This design comes from an exercise in tuning for small area, a short achievable clock period and few clock cycles on the open sky130 flow, not from production work.
At most, simulation tests tie the RTL to the original design; equivalence was not proved.
Power figures rest on the tool's default switching activity, not on a simulated workload.

## run 5
// toy_lic_tce
module toy_lic_tce (
    input  wire        clk,
    input  wire        rst,           
    input  wire        lic_ready,     
    input  wire        cmd_valid,
    output wire        cmd_ready,
    input  wire [31:0] cmd_word,
    input  wire [31:0] cmd_arg,
    output reg         done,
    output reg  [3:0]  status,
    output reg  [31:0] res,
    output reg         fault,
    output reg  [1:0]  cal_state,
    output wire        bus_req,
    output wire        bus_we,
    output wire [1:0]  bus_space,
    output wire [15:0] bus_addr,
    output wire [31:0] bus_wdata,
    input  wire        bus_ack,
    input  wire [31:0] bus_rdata
);
==> flow/config.mk <==
export PLATFORM = sky130hd
export DESIGN_NAME = toy_lic_tce
export DESIGN_NICKNAME = toy_lic_tce
export VERILOG_FILES = /design/flow/design.v
export SDC_FILE = /design/flow/constraint.sdc
export NUM_CORES = 4
export LEC_CHECK = 0
export CAP_MARGIN = 20
export CORE_MARGIN = 2
export CORE_UTILIZATION = 40
export SLEW_MARGIN = 20
==> flow/constraint.sdc <==
create_clock -name core_clock -period 60.0 [get_ports {clk}]
set_input_delay 12.0000 -clock core_clock [delete_from_list [all_inputs] [get_ports {clk}]]
set_output_delay 12.0000 -clock core_clock [all_outputs]
set_load 0.01 [all_outputs]
standard.sh (not shown) runs the stock make flow with config.mk's settings and CLKGATE_MAP_FILE= SYNTH_SCRIPT=/design/flow/synth_recipe.tcl, a recipe that flattens the netlist after the stock synthesis.
==> flow/flow/run.sh <==
#!/bin/bash
# Own layout flow: the standard ORFS flow (standard.sh), with the ports
# buffered by buf_2 cells instead of the default delay buffers, and the
# timing repair after CTS and global routing aimed at a setup slack margin
# (the clock period and constraints are the design's; only the repair
# effort changes). Each tool's full output goes to a log in this folder.
set -euo pipefail
MARGIN=45.5
bash standard.sh "SETUP_SLACK_MARGIN=$MARGIN" \
    "BUFFER_PORTS_ARGS=-buffer_cell sky130_fd_sc_hd__buf_2" finish > standard_finish.log 2>&1
Testbench counts of run 5, summed over its fixed seeds: cycles 28,441.
The inputs of run 2 differ from those of run 5 as listed below.
diff --git a/flow/design.v b/flow/design.v
--- a/flow/design.v
+++ b/flow/design.v
@@ -15,15 +15,15 @@
     output wire        bus_we,
     output wire [1:0]  bus_space,
     output wire [15:0] bus_addr,
     output wire [31:0] bus_wdata,
     input  wire        bus_ack,
     input  wire [31:0] bus_rdata
 );
-    localparam integer D  = 3;               
+    localparam integer D  = 4;               
     localparam integer ND = (32 + D - 1) / D;
     localparam [1:0] SP_MMIO = 2'd0, SP_PORT = 2'd1, SP_LOG = 2'd2;
     localparam [3:0] ST_OK = 4'd0, ST_ILLEGAL = 4'd1, ST_NOT_READY = 4'd2,
                      ST_UNCAL = 4'd3, ST_SEQ = 4'd4, ST_CAL_FAILED = 4'd5,
                      ST_RANGE = 4'd6;
     localparam [1:0] UNCAL = 2'd0, CAL_OK = 2'd1, CAL_FAILED = 2'd2;
     localparam [4:0]
@@ -46,15 +46,15 @@
     reg [31:0] iv;           
     reg        periodic;
     reg [25:0] tq;           
     reg [6:0]  tr;           
     reg [41:0] acc;          
     reg        ovf;          
     reg [6:0]  rem;
-    reg [3:0]  dig;          
+    reg [2:0]  dig;          
     reg        first;        
     reg        fin;          
     assign cmd_ready = rdy;
     assign bus_req   = b_req;
     assign bus_we    = b_we;
     assign bus_space = b_space;
     assign bus_addr  = {6'd0, b_addr};
@@ -84,34 +84,33 @@
         integer n;
         begin
             nbits = 6'd0;
             for (n = 0; n < 32; n = n + 1)
                 if (v[n]) nbits = n[5:0] + 6'd1;
         end
     endfunction
-    reg [3:0] lead;
-    wire [D*ND-1:0] argp = cmd_arg;
+    reg [2:0] lead;
     integer li;
     always @(*) begin
-        lead = 4'd0;
+        lead = 3'd0;
         for (li = 1; li < ND; li = li + 1)
-            if (argp[D*li +: D] != {D{1'b0}}) lead = li[3:0];
+            if (cmd_arg[D*li +: D] != {D{1'b0}}) lead = li[2:0];
     end
-    wire [5:0] n_iv  = (a[2] ? 6'd3 : a[1] ? 6'd2 : a[0] ? 6'd1 : 6'd0) + dig * 6'd3;
+    wire [5:0] n_iv  = (a[3] ? 6'd4 : a[2] ? 6'd3 : a[1] ? 6'd2 : a[0] ? 6'd1 : 6'd0) +
+                       {1'b0, dig, 2'b00};
     wire [5:0] n_res = nbits(res);
     wire [6:0] n_sum = {1'b0, n_iv} + {1'b0, n_res};
     reg        fit_r, big_r;
     wire       fit_sz = first ? (n_sum <= 7'd41) : fit_r;     
     wire       big_sz = first ? (n_sum >= 7'd51) : big_r;     
     wire        run  = ((state == S_T_STOP) | (state == S_T_WSEL) | (state == S_T_SEL) |
                         (state == S_T_LVT) | (state == S_T_WCNT) | (state == S_C_DIV)) & ~fin;
-    wire [3:0]  d    = dig;
-    wire [D*ND-1:0] ivp = iv;
-    wire [D-1:0] a   = ivp[D*d +: D];
-    wire        last = (d == 4'd0);
+    wire [2:0]  d    = dig;
+    wire [D-1:0] a   = iv[D*d +: D];
+    wire        last = (d == 3'd0);
     wire [D+7:0] x0 = {1'b0, rem, {D{1'b0}}} + tr * a;
     wire [D:0]   q_e = x0[D+7:7];
     wire [7:0]   r_e = {1'b0, x0[6:0]} + {q_e, 1'b0} + q_e;
     wire         q_c = (r_e >= 8'd125);
     wire [6:0]   rem_n = q_c ? r_e[6:0] + 7'd3 : r_e[6:0];
     localparam integer AW = 43 + D;
     wire [AW-1:0] pr [0:D+1];
@@ -123,16 +122,18 @@
     endgenerate
     assign pr[D]     = {1'b0, acc, {D{1'b0}}};
     assign pr[D + 1] = {{(AW-D-1){1'b0}}, q_e};
     wire [AW-1:0] s1 = pr[0] ^ pr[1] ^ pr[2];
     wire [AW-1:0] c1 = ((pr[0] & pr[1]) | (pr[0] & pr[2]) | (pr[1] & pr[2])) << 1;
     wire [AW-1:0] s2 = s1 ^ c1 ^ pr[3];
     wire [AW-1:0] c2 = ((s1 & c1) | (s1 & pr[3]) | (c1 & pr[3])) << 1;
-    wire [AW-1:0] s4 = s2 ^ c2 ^ pr[4];
-    wire [AW-1:0] c4 = (((s2 & c2) | (s2 & pr[4]) | (c2 & pr[4])) << 1) | q_c;
+    wire [AW-1:0] s3 = s2 ^ c2 ^ pr[4];
+    wire [AW-1:0] c3 = ((s2 & c2) | (s2 & pr[4]) | (c2 & pr[4])) << 1;
+    wire [AW-1:0] s4 = s3 ^ c3 ^ pr[5];
+    wire [AW-1:0] c4 = (((s3 & c3) | (s3 & pr[5]) | (c3 & pr[5])) << 1) | q_c;
     reg  [AW-1:0] acc_sum, bk_g, bk_p;
     integer bl, bi;
     always @(*) begin
         bk_g = s4 & c4;
         bk_p = s4 ^ c4;
         for (bl = 0; (1 << bl) < AW; bl = bl + 1)                
             for (bi = (2 << bl) - 1; bi < AW; bi = bi + (2 << bl)) begin
@@ -247,20 +248,20 @@
                 S_C_RDCUR: iv <= ~bus_rdata;
                 S_C_RDSC2: iv <= {24'd0, bus_rdata[7:0] & 8'hFE};
                 default: ;
             endcase
         end
         if (state == S_IDLE || state == S_C_RDCUR) begin
             acc <= 42'd0; ovf <= 1'b0; rem <= 7'd0; first <= 1'b1; fin <= 1'b0;
-            dig <= (state == S_IDLE) ? lead : ND - 1;
+            dig <= (state == S_IDLE) ? lead : 3'd7;
         end else if (run) begin
             acc <= acc_sum[41:0];
             ovf <= ovf | (acc_sum[42+D:42] != 0);
             rem <= rem_n;
-            dig <= d - 4'd1;
+            dig <= d - 3'd1;
             first <= 1'b0;
             fin <= last;
             if (first) begin
                 fit_r <= (n_sum <= 7'd41);
                 big_r <= (n_sum >= 7'd51);
             end
         end else if (fin && !fits && state != S_T_WSEL && state != S_T_STOP) begin
Run 2 was carried through to the last stage, and its layout satisfied the timing, design-rule and antenna checks. Detailed route, run 2 vs run 5: via total higher for run 2. Summary of the comparison: first-pass GRT wire length is higher in run 2, relative to run 5. As of run 2, first-iteration DRC count had fallen by a little under 10% compared to run 5. Comparing run 5 and run 2, the lower routed wire length was measured on run 5. Looking at run 5 and run 2, the setup TNS is a wash. Diff run 5 -> run 2 | total standard cell area after synthesis | up by a few percent. Between run 5 and run 2, the difference in clock latency at the later pin of the worst-skew pair is negligible. Internal power summed over all cells, run 5 and run 2, higher one = run 5.
No functional check of the RTL was part of run 2.

* * *

Another version of the RTL of toy_lic_tce (not shown whole).
Size in the first run: ~2,000 cells after synthesis, ~190 I/O pins.
Design toy_lic_tce, start of the top module:
module toy_lic_tce (
    input  wire        clk,
    input  wire        rst,           
    input  wire        lic_ready,     
    input  wire        cmd_valid,
    output wire        cmd_ready,
    input  wire [31:0] cmd_word,
    input  wire [31:0] cmd_arg,
    output reg         done,
    output reg  [3:0]  status,
    output reg  [31:0] res,
    output reg         fault,
    output reg  [1:0]  cal_state,
    output wire        bus_req,
    output wire        bus_we,
    output wire [1:0]  bus_space,
    output wire [15:0] bus_addr,
    output wire [31:0] bus_wdata,
    input  wire        bus_ack,
    input  wire [31:0] bus_rdata
);
    localparam integer D  = 4;               
    localparam integer ND = (32 + D - 1) / D;
    localparam [1:0] SP_MMIO = 2'd0, SP_PORT = 2'd1, SP_LOG = 2'd2;
    localparam [3:0] ST_OK = 4'd0, ST_ILLEGAL = 4'd1, ST_NOT_READY = 4'd2,
                     ST_UNCAL = 4'd3, ST_SEQ = 4'd4, ST_CAL_FAILED = 4'd5,
                     ST_RANGE = 4'd6;
    localparam [1:0] UNCAL = 2'd0, CAL_OK = 2'd1, CAL_FAILED = 2'd2;
    localparam [4:0]
        S_IDLE  = 5'd0,
        S_C_LVT = 5'd1,  S_C_TDCR = 5'd2,  S_C_TICR = 5'd3,  S_C_RDSC = 5'd4,
        S_C_WRSC = 5'd5, S_C_MODE = 5'd6,  S_C_CNTLO = 5'd7, S_C_CNTHI = 5'd8,
        S_C_POLL = 5'd9, S_C_RDCUR = 5'd10, S_C_DIV = 5'd11, S_C_STOP = 5'd12,
        S_C_RDSC2 = 5'd13, S_C_WRSC2 = 5'd14, S_C_LOG = 5'd15,
        S_T_STOP = 5'd16, S_T_WSEL = 5'd17, S_T_SEL = 5'd18, S_T_LVT = 5'd19,
        S_T_WCNT = 5'd20, S_T_TICR = 5'd21, S_P_STOP = 5'd22;
    reg [4:0]  state;
    reg        rdy;
    reg        b_req, b_we;
  ...
clock: 60.0 ns
lec_check: 0
cap_margin: 20
core_margin: 2
core_utilization: 40
slew_margin: 20
Scripts as last shown in full above: flow/flow/run.sh
==> next run, changes <==
--- a/flow/design.v
+++ b/flow/design.v
@@ -237,15 +237,15 @@
     wire step = (ack & ~((state == S_C_POLL) & ~bus_rdata[5])) |
                 (~b_req & (state != S_IDLE) & nx_req);
     wire [2:0] k_sel = rdy_f ? sel_f[2:0] : 3'd0;
     always @(posedge clk) begin
         if (state == S_IDLE) begin
             iv       <= cmd_arg;
             periodic <= cmd_word[0];
-        end else begin
+        end else if (ack) begin
             case (state)
                 S_C_TDCR:  iv <= 32'hFFFF_FFFF;
                 S_C_RDSC:  iv <= {24'd0, (bus_rdata[7:0] & 8'hFD) | 8'h01};
                 S_C_RDCUR: iv <= ~bus_rdata;
                 S_C_RDSC2: iv <= {24'd0, bus_rdata[7:0] & 8'hFE};
                 default: ;
             endcase
@@ -325,19 +325,19 @@
                     rdy   <= 1'b0;
                     b_req <= 1'b1;
                     state <= cmd_word[29] ? (cmd_word[28] ? S_P_STOP : S_T_STOP) : S_C_LVT;
                 end
             end
         end else begin
             done <= 1'b0;
-            if (state == S_C_RDCUR) res <= ~bus_rdata;
             if (step) begin
                 state  <= nx_state;
                 b_req  <= nx_req;
                 rdy    <= nx_fin;
                 done   <= nx_fin;
                 if (nx_fin) status <= nx_status;
+                if (state == S_C_RDCUR) res <= ~bus_rdata;
                 if (state == S_C_WRSC2) cal_state <= tzero ? CAL_FAILED : CAL_OK;
             end
         end
     end
 endmodule
What happened: Non-clock buffer count climbs by 9; synthesized cell count climbs by 1.1%; count of clock-buffer cells in the layout does not change; combinational power climbs to 17 times its value; core utilization drops by 0.48 points; synthesized area climbs by 2.9%; hold slack hardly moves; critical path depth climbs by 1; power climbs by 150%.
No run of this note included a check of the RTL's function; only the layout flow was run.

* * *

Another version of the RTL of toy_lic_tce (not shown whole).
Size in the first run: about 190 flip-flops, ~190 I/O pins, ~16000 um2 of cells after synthesis.
clock: 60.0 ns
lec_check: 0
cap_margin: 20
core_margin: 2
core_utilization: 40
slew_margin: 20
Scripts as last shown in full above: flow/flow/run.sh
Change:
--- a/flow/design.v
+++ b/flow/design.v
@@ -227,15 +227,15 @@
     wire step = (ack & ~((state == S_C_POLL) & ~bus_rdata[5])) |
                 (~b_req & (state != S_IDLE) & nx_req);
     wire [2:0] k_sel = rdy_f ? sel_f[2:0] : 3'd0;
     always @(posedge clk) begin
         if (state == S_IDLE) begin
             iv       <= cmd_arg;
             periodic <= cmd_word[0];
-        end else if (ack) begin
+        end else begin
             case (state)
                 S_C_TDCR:  iv <= 32'hFFFF_FFFF;
                 S_C_RDSC:  iv <= {24'd0, (bus_rdata[7:0] & 8'hFD) | 8'h01};
                 S_C_RDCUR: iv <= ~bus_rdata;
                 S_C_RDSC2: iv <= {24'd0, bus_rdata[7:0] & 8'hFE};
                 default: ;
             endcase
@@ -315,19 +315,19 @@
                     rdy   <= 1'b0;
                     b_req <= 1'b1;
                     state <= cmd_word[29] ? (cmd_word[28] ? S_P_STOP : S_T_STOP) : S_C_LVT;
                 end
             end
         end else begin
             done <= 1'b0;
+            if (state == S_C_RDCUR) res <= ~bus_rdata;
             if (step) begin
                 state  <= nx_state;
                 b_req  <= nx_req;
                 rdy    <= nx_fin;
                 done   <= nx_fin;
                 if (nx_fin) status <= nx_status;
-                if (state == S_C_RDCUR) res <= ~bus_rdata;
                 if (state == S_C_WRSC2) cal_state <= tzero ? CAL_FAILED : CAL_OK;
             end
         end
     end
 endmodule
After rerunning: Area after synthesis is lower slightly. Cell count barely changes. Worst setup slack gets better by 160 ps. Synthesized cell count hardly moves. Total power is higher by a few percent. Combinational power is higher by a few percent. First-iteration DRC count is lower by roughly a tenth. Clock-buffer cell count does not change. Critical path depth is lower by 3. Final area hardly moves. Worst hold slack gets better by 6.0 ps. Maximum frequency is higher slightly.
No run of this note included a check of the RTL's function; only the layout flow was run.

[separate check: timing with driven ports]
Ports are ideal in the flow. The routed layouts listed here were re-timed in OpenROAD.
Step 1 assumes that a clkbuf_16 drives the clock port and a buf_2 every other input.
Step 2 times the ports against the registers' clock, not the clock port: input delays grow and output delays shrink by t, the midpoint of the rising clock arrivals with the driver on.
a / b / c = ideal ports / drivers / drivers and shift; a / b = the first two.
run	shift t [ns]	slack for setup (ns)	hold slack, ns	cell pins on the clock port's net
run 5	0.506	46.223 / 46.171 / 45.831	0.455 / 0.455 / 0.455	1
run 2	0.500	46.271 / 46.215 / 45.859	0.456 / 0.456 / 0.456	1
the first run of note 2	0.505	46.204 / 46.149 / 45.741	0.459 / 0.459 / 0.459	1
the second run of note 2	0.516	46.015 / 45.961 / 45.617	0.457 / 0.457 / 0.457	1
the first run of note 3	0.497	46.080 / 46.113 / 45.616	0.455 / 0.455 / 0.455	1
the second run of note 3	0.508	46.243 / 46.191 / 45.786	0.461 / 0.461 / 0.461	1
After both steps setup and hold are still met in every run listed. For the first run of note 3, which loses most, drivers alone change the setup slack by +0.033 ns; drivers and shift together by -0.464 ns.
